Context: an optimization exercise on an open-source flow, tuned for small area, a short achievable clock period and few clock cycles per item. The choices shown serve that exercise and are no tape-out recipe.
At most, simulation tests tie the RTL to the original design; equivalence was not proved.

==> job 1897 <==
Design led_sce_cell, start of the top module:
module led_sce_cell (
    input  wire               clk,
    input  wire               rst,
    input  wire [15:0]        kp,
    input  wire [15:0]        smooth,
    input  wire [15:0]        noise,
    input  wire               delta,
    input  wire               in_valid,
    output wire               in_ready,
    input  wire signed [17:0] in_target,
    input  wire signed [17:0] in_cur,
    input  wire signed [17:0] in_sm,
    output reg                out_valid,
    input  wire               out_ready,
    output reg  signed [17:0] out_cur,
    output reg  signed [17:0] out_sm,
    output reg         [7:0]  out_value
);
==> flow/config.mk <==
export PLATFORM = sky130hd
export DESIGN_NAME = led_sce_cell
export DESIGN_NICKNAME = led_sce_cell
export VERILOG_FILES = /design/flow/design.v
export SDC_FILE = /design/flow/constraint.sdc
export NUM_CORES = 4
export LEC_CHECK = 0
export ABC_AREA = 1
export CAP_MARGIN = 20
export CORE_MARGIN = 2
export CORE_UTILIZATION = 60
export SLEW_MARGIN = 20
export SYNTH_MEMORY_MAX_BITS = 65536
==> flow/constraint.sdc <==
create_clock -name core_clock -period 55.0 [get_ports {clk}]
set_input_delay 11.0000 -clock core_clock [delete_from_list [all_inputs] [get_ports {clk}]]
set_output_delay 11.0000 -clock core_clock [all_outputs]
set_load 0.01 [all_outputs]
standard.sh (not shown) runs the stock make flow with config.mk's settings and CLKGATE_MAP_FILE= SYNTH_SCRIPT=/design/flow/synth_recipe.tcl, a recipe that flattens the netlist after the stock synthesis.
==> flow/flow/run.sh <==
#!/bin/bash
# Own layout flow: the standard layout (standard.sh, ORFS synth to finish)
# with two make variables changed:
#  * SYNTH_ARGS=-noabc: Yosys's synth skips its generic "abc -fast" pass, so
#    the full-adder trees written out in the RTL reach extract_fa as written
#    and map to sky130 fa/ha cells without extra inverters. The register
#    names and cell types are the same as in the standard synthesis.
#  * BUFFER_PORTS_ARGS: every input and output port still gets its buffer,
#    but a sky130_fd_sc_hd__buf_1 instead of the clkdlybuf4s50_1 delay cell.
#  * CTS_ARGS: clock tree synthesis without dummy loads, clusters of up to 20 sinks.
# Each tool's full output is in the ORFS logs under orfs/logs/; make's own
# output goes to flow_make.log here.
set -euo pipefail
bash standard.sh SYNTH_ARGS=-noabc "BUFFER_PORTS_ARGS=-buffer_cell sky130_fd_sc_hd__buf_1" \
  "CTS_ARGS=-sink_clustering_enable -repair_clock_nets -dont_use_dummy_load -sink_clustering_size 20 -sink_clustering_max_diameter 120 -branching_point_buffers_distance 2000 -distance_between_buffers 2000" finish > flow_make.log 2>&1
==> job 5108: changes against job 1897 <==
--- a/flow/design.v
+++ b/flow/design.v
@@ -1655,14 +1655,22 @@
     wire ub_rc314;
     wire ub_rc315;
     wire ub_rc316;
     wire ub_rc317;
     wire ub_rc318;
     wire ub_rc319;
     wire ub_rc320;
+    wire ub_rs321;
+    wire ub_rc322;
+    wire ub_rs323;
+    wire ub_rc324;
+    wire ub_rs325;
+    wire ub_rc326;
+    wire ub_rs327;
+    wire ub_rc328;
     assign ub_s1 = (gd[7] & u[0]) ^ (gd[6] & u[1]);
     assign ub_c2 = (gd[7] & u[0]) & (gd[6] & u[1]);
     assign ub_s3 = (gd[8] & u[0]) ^ (gd[7] & u[1]) ^ (gd[6] & u[2]);
     assign ub_c4 = ((gd[8] & u[0]) & (gd[7] & u[1])) | ((gd[8] & u[0]) & (gd[6] & u[2])) | ((gd[7] & u[1]) & (gd[6] & u[2]));
     assign ub_s5 = (gd[5] & u[3]) ^ (gd[4] & u[4]);
     assign ub_c6 = (gd[5] & u[3]) & (gd[4] & u[4]);
     assign ub_s7 = (gd[9] & u[0]) ^ (gd[8] & u[1]) ^ (gd[7] & u[2]);
@@ -1979,16 +1987,24 @@
     assign ub_rc314 = (ub_g_a[1] & ub_g_b[1]) | (ub_g_a[1] & ub_rc313) | (ub_g_b[1] & ub_rc313);
     assign ub_rc315 = (ub_g_a[2] & ub_g_b[2]) | (ub_g_a[2] & ub_rc314) | (ub_g_b[2] & ub_rc314);
     assign ub_rc316 = (ub_g_a[3] & ub_g_b[3]) | (ub_g_a[3] & ub_rc315) | (ub_g_b[3] & ub_rc315);
     assign ub_rc317 = (ub_g_a[4] & ub_g_b[4]) | (ub_g_a[4] & ub_rc316) | (ub_g_b[4] & ub_rc316);
     assign ub_rc318 = (ub_g_a[5] & ub_g_b[5]) | (ub_g_a[5] & ub_rc317) | (ub_g_b[5] & ub_rc317);
     assign ub_rc319 = (ub_g_a[6] & ub_g_b[6]) | (ub_g_a[6] & ub_rc318) | (ub_g_b[6] & ub_rc318);
     assign ub_rc320 = (ub_g_a[7] & ub_g_b[7]) | (ub_g_a[7] & ub_rc319) | (ub_g_b[7] & ub_rc319);
-    wire [18:0] ub_sum_hi = ub_g_a[26:8] + ub_g_b[26:8] + {18'd0, ub_rc320};
-    wire [26:0] ub_sum = {ub_sum_hi, 1'b0, 1'b0, 1'b0, 1'b0, 1'b0, 1'b0, 1'b0, 1'b0};
+    assign ub_rs321 = ub_g_a[8] ^ ub_g_b[8] ^ ub_rc320;
+    assign ub_rc322 = (ub_g_a[8] & ub_g_b[8]) | (ub_g_a[8] & ub_rc320) | (ub_g_b[8] & ub_rc320);
+    assign ub_rs323 = ub_g_a[9] ^ ub_g_b[9] ^ ub_rc322;
+    assign ub_rc324 = (ub_g_a[9] & ub_g_b[9]) | (ub_g_a[9] & ub_rc322) | (ub_g_b[9] & ub_rc322);
+    assign ub_rs325 = ub_g_a[10] ^ ub_g_b[10] ^ ub_rc324;
+    assign ub_rc326 = (ub_g_a[10] & ub_g_b[10]) | (ub_g_a[10] & ub_rc324) | (ub_g_b[10] & ub_rc324);
+    assign ub_rs327 = ub_g_a[11] ^ ub_g_b[11] ^ ub_rc326;
+    assign ub_rc328 = (ub_g_a[11] & ub_g_b[11]) | (ub_g_a[11] & ub_rc326) | (ub_g_b[11] & ub_rc326);
+    wire [14:0] ub_sum_hi = ub_g_a[26:12] + ub_g_b[26:12] + {14'd0, ub_rc328};
+    wire [26:0] ub_sum = {ub_sum_hi, ub_rs327, ub_rs325, ub_rs323, ub_rs321, 1'b0, 1'b0, 1'b0, 1'b0, 1'b0, 1'b0, 1'b0, 1'b0};
     wire        [26:0] b_sum = ub_sum;
     wire signed [18:0] dsm   = b_sum[26:8];
     reg signed [17:0] c2, s2;
     reg signed [18:0] d2;
     always @(posedge clk) if (en) begin
         c2 <= c1;
         s2 <= s1;
--- a/flow/flow/run.sh
+++ b/flow/flow/run.sh
@@ -8,8 +8,8 @@
 #  * BUFFER_PORTS_ARGS: every input and output port still gets its buffer,
 #    but a sky130_fd_sc_hd__buf_1 instead of the clkdlybuf4s50_1 delay cell.
 #  * CTS_ARGS: clock tree synthesis without dummy loads, clusters of up to 20 sinks.
 # Each tool's full output is in the ORFS logs under orfs/logs/; make's own
 # output goes to flow_make.log here.
 set -euo pipefail
 bash standard.sh SYNTH_ARGS=-noabc "BUFFER_PORTS_ARGS=-buffer_cell sky130_fd_sc_hd__buf_1" \
-  "CTS_ARGS=-sink_clustering_enable -repair_clock_nets -dont_use_dummy_load -sink_clustering_size 20 -sink_clustering_max_diameter 120 -branching_point_buffers_distance 2000 -distance_between_buffers 2000" finish > flow_make.log 2>&1
+  "CTS_ARGS=-sink_clustering_enable -repair_clock_nets -dont_use_dummy_load -sink_clustering_size 20 -sink_clustering_max_diameter 120" finish > flow_make.log 2>&1
==> flow/config.mk (replaced) <==
export PLATFORM = sky130hd
export DESIGN_NAME = led_sce_cell
export DESIGN_NICKNAME = led_sce_cell
export VERILOG_FILES = /design/flow/design.v
export SDC_FILE = /design/flow/constraint.sdc
export NUM_CORES = 4
export LEC_CHECK = 0
export ABC_AREA = 1
export CAP_MARGIN = 20
export CORE_MARGIN = 2
export CORE_UTILIZATION = 40
export SLEW_MARGIN = 20
export SYNTH_MEMORY_MAX_BITS = 65536
==> job 431: changes against job 1897 <==
--- a/flow/design.v
+++ b/flow/design.v
@@ -1655,14 +1655,22 @@
     wire ub_rc314;
     wire ub_rc315;
     wire ub_rc316;
     wire ub_rc317;
     wire ub_rc318;
     wire ub_rc319;
     wire ub_rc320;
+    wire ub_rs321;
+    wire ub_rc322;
+    wire ub_rs323;
+    wire ub_rc324;
+    wire ub_rs325;
+    wire ub_rc326;
+    wire ub_rs327;
+    wire ub_rc328;
     assign ub_s1 = (gd[7] & u[0]) ^ (gd[6] & u[1]);
     assign ub_c2 = (gd[7] & u[0]) & (gd[6] & u[1]);
     assign ub_s3 = (gd[8] & u[0]) ^ (gd[7] & u[1]) ^ (gd[6] & u[2]);
     assign ub_c4 = ((gd[8] & u[0]) & (gd[7] & u[1])) | ((gd[8] & u[0]) & (gd[6] & u[2])) | ((gd[7] & u[1]) & (gd[6] & u[2]));
     assign ub_s5 = (gd[5] & u[3]) ^ (gd[4] & u[4]);
     assign ub_c6 = (gd[5] & u[3]) & (gd[4] & u[4]);
     assign ub_s7 = (gd[9] & u[0]) ^ (gd[8] & u[1]) ^ (gd[7] & u[2]);
@@ -1979,16 +1987,24 @@
     assign ub_rc314 = (ub_g_a[1] & ub_g_b[1]) | (ub_g_a[1] & ub_rc313) | (ub_g_b[1] & ub_rc313);
     assign ub_rc315 = (ub_g_a[2] & ub_g_b[2]) | (ub_g_a[2] & ub_rc314) | (ub_g_b[2] & ub_rc314);
     assign ub_rc316 = (ub_g_a[3] & ub_g_b[3]) | (ub_g_a[3] & ub_rc315) | (ub_g_b[3] & ub_rc315);
     assign ub_rc317 = (ub_g_a[4] & ub_g_b[4]) | (ub_g_a[4] & ub_rc316) | (ub_g_b[4] & ub_rc316);
     assign ub_rc318 = (ub_g_a[5] & ub_g_b[5]) | (ub_g_a[5] & ub_rc317) | (ub_g_b[5] & ub_rc317);
     assign ub_rc319 = (ub_g_a[6] & ub_g_b[6]) | (ub_g_a[6] & ub_rc318) | (ub_g_b[6] & ub_rc318);
     assign ub_rc320 = (ub_g_a[7] & ub_g_b[7]) | (ub_g_a[7] & ub_rc319) | (ub_g_b[7] & ub_rc319);
-    wire [18:0] ub_sum_hi = ub_g_a[26:8] + ub_g_b[26:8] + {18'd0, ub_rc320};
-    wire [26:0] ub_sum = {ub_sum_hi, 1'b0, 1'b0, 1'b0, 1'b0, 1'b0, 1'b0, 1'b0, 1'b0};
+    assign ub_rs321 = ub_g_a[8] ^ ub_g_b[8] ^ ub_rc320;
+    assign ub_rc322 = (ub_g_a[8] & ub_g_b[8]) | (ub_g_a[8] & ub_rc320) | (ub_g_b[8] & ub_rc320);
+    assign ub_rs323 = ub_g_a[9] ^ ub_g_b[9] ^ ub_rc322;
+    assign ub_rc324 = (ub_g_a[9] & ub_g_b[9]) | (ub_g_a[9] & ub_rc322) | (ub_g_b[9] & ub_rc322);
+    assign ub_rs325 = ub_g_a[10] ^ ub_g_b[10] ^ ub_rc324;
+    assign ub_rc326 = (ub_g_a[10] & ub_g_b[10]) | (ub_g_a[10] & ub_rc324) | (ub_g_b[10] & ub_rc324);
+    assign ub_rs327 = ub_g_a[11] ^ ub_g_b[11] ^ ub_rc326;
+    assign ub_rc328 = (ub_g_a[11] & ub_g_b[11]) | (ub_g_a[11] & ub_rc326) | (ub_g_b[11] & ub_rc326);
+    wire [14:0] ub_sum_hi = ub_g_a[26:12] + ub_g_b[26:12] + {14'd0, ub_rc328};
+    wire [26:0] ub_sum = {ub_sum_hi, ub_rs327, ub_rs325, ub_rs323, ub_rs321, 1'b0, 1'b0, 1'b0, 1'b0, 1'b0, 1'b0, 1'b0, 1'b0};
     wire        [26:0] b_sum = ub_sum;
     wire signed [18:0] dsm   = b_sum[26:8];
     reg signed [17:0] c2, s2;
     reg signed [18:0] d2;
     always @(posedge clk) if (en) begin
         c2 <= c1;
         s2 <= s1;
--- a/flow/flow/run.sh
+++ b/flow/flow/run.sh
@@ -8,8 +8,8 @@
 #  * BUFFER_PORTS_ARGS: every input and output port still gets its buffer,
 #    but a sky130_fd_sc_hd__buf_1 instead of the clkdlybuf4s50_1 delay cell.
 #  * CTS_ARGS: clock tree synthesis without dummy loads, clusters of up to 20 sinks.
 # Each tool's full output is in the ORFS logs under orfs/logs/; make's own
 # output goes to flow_make.log here.
 set -euo pipefail
 bash standard.sh SYNTH_ARGS=-noabc "BUFFER_PORTS_ARGS=-buffer_cell sky130_fd_sc_hd__buf_1" \
-  "CTS_ARGS=-sink_clustering_enable -repair_clock_nets -dont_use_dummy_load -sink_clustering_size 20 -sink_clustering_max_diameter 120 -branching_point_buffers_distance 2000 -distance_between_buffers 2000" finish > flow_make.log 2>&1
+  "CTS_ARGS=-sink_clustering_enable -repair_clock_nets -dont_use_dummy_load -sink_clustering_size 20 -sink_clustering_max_diameter 120" finish > flow_make.log 2>&1
==> job 3570: changes against job 1897 <==
--- a/flow/flow/run.sh
+++ b/flow/flow/run.sh
@@ -8,8 +8,8 @@
 #  * BUFFER_PORTS_ARGS: every input and output port still gets its buffer,
 #    but a sky130_fd_sc_hd__buf_1 instead of the clkdlybuf4s50_1 delay cell.
 #  * CTS_ARGS: clock tree synthesis without dummy loads, clusters of up to 20 sinks.
 # Each tool's full output is in the ORFS logs under orfs/logs/; make's own
 # output goes to flow_make.log here.
 set -euo pipefail
 bash standard.sh SYNTH_ARGS=-noabc "BUFFER_PORTS_ARGS=-buffer_cell sky130_fd_sc_hd__buf_1" \
-  "CTS_ARGS=-sink_clustering_enable -repair_clock_nets -dont_use_dummy_load -sink_clustering_size 20 -sink_clustering_max_diameter 120 -branching_point_buffers_distance 2000 -distance_between_buffers 2000" finish > flow_make.log 2>&1
+  "CTS_ARGS=-sink_clustering_enable -repair_clock_nets -dont_use_dummy_load -sink_clustering_size 20 -sink_clustering_max_diameter 120" finish > flow_make.log 2>&1
==> results_dict.tcl <==
set metrics [dict create \
    timing.rr.end "d2[18]$_DFFE_PN_" \
    ys_top_cells_by_count "491 x nand2_1, 398 x fa_1, 372 x xor2_1" \
    path_clk_slew_ps 80 \
    n_fill_cell 4304 \
    syn-num-nets 4262 \
    antenna_found_initial 3 \
    critPathMaxFanout 48 \
    die_area_mm2 0.05544 \
    slowest_stage "a21oi_1" \
    status "complete, no violations" \
    syn_inst 3577 \
]
-- figures above: job 431

==> results_dict.tcl <==
set metrics [dict create \
    die_area_mm2 0.05549 \
    ys_top_cells_by_count "482 x nand2_1, 394 x fa_1, 377 x nor2_1" \
    syn_inst 3591 \
    critPathMaxFanout 1 \
    status "complete, no violations" \
    grt_overflow_total 0 \
    syn-num-nets 4276 \
    path_clk_slew_ps 90 \
    timing.rr.end "c1[14]$_SDFFCE_PP0N_" \
    num_io_pins 153 \
    cts_made_buffers 19 \
]
-- figures above: job 1897

==> results_dict.tcl <==
set metrics [dict create \
    status "complete, no violations" \
    antenna_found_initial 1 \
    slowest_stage "edfxtp_1" \
    timing.rr.end "c1[14]$_SDFFCE_PP0N_" \
    whs_ps 369.8 \
    syn-num-nets 4276 \
    ys_top_cells_by_count "482 x nand2_1, 394 x fa_1, 377 x nor2_1" \
    path_clk_slew_ps 90 \
    die_area_mm2 0.05549 \
    n_fill_cell 4423 \
]
-- figures above: job 3570

==> results_dict.tcl <==
set metrics [dict create \
    syn-num-nets 4262 \
    ys_top_cells_by_count "491 x nand2_1, 398 x fa_1, 372 x xor2_1" \
    critPathMaxFanout 55 \
    status "complete, no violations" \
    slowest_stage "a21oi_1" \
    antenna_found_initial 6 \
    n_fill_cell 8043 \
    timing.rr.end "d2[18]$_DFFE_PN_" \
]
-- figures above: job 5108

Testbench counts of job 1897, summed over its fixed seeds: cycles 16,032, items 16,000.
Testbench counts of job 3570, summed over its fixed seeds: cycles 16,032, items 16,000.
No functional check of the RTL was part of job 5108 and job 431.

==> re-timing with driven ports <==
The flow's constraints put no driver on any port. The routed layouts listed below were extracted and timed again, unchanged, in two steps.
Step 1 assumes that a clkbuf_16 drives the clock port and a buf_2 every other input.
Step 2, shift: input delay + t, output delay - t, t = (earliest + latest rising clock arrival at the registers) / 2. This alone moves slack from input paths to output paths.
a / b / c = no drivers / after step 1 / after step 2; a / b = the first two.
run	t (ns)	slack for setup (ns)	worst data-port slew with drivers (ns)
job 1897	0.594	42.913 / 42.851 / 42.765	0.05
job 5108	0.597	42.550 / 42.550 / 42.550	0.07
job 431	0.576	42.743 / 42.743 / 42.743	0.05
job 3570	0.594	42.913 / 42.851 / 42.765	0.05
After both steps setup and hold are still met in every run listed.
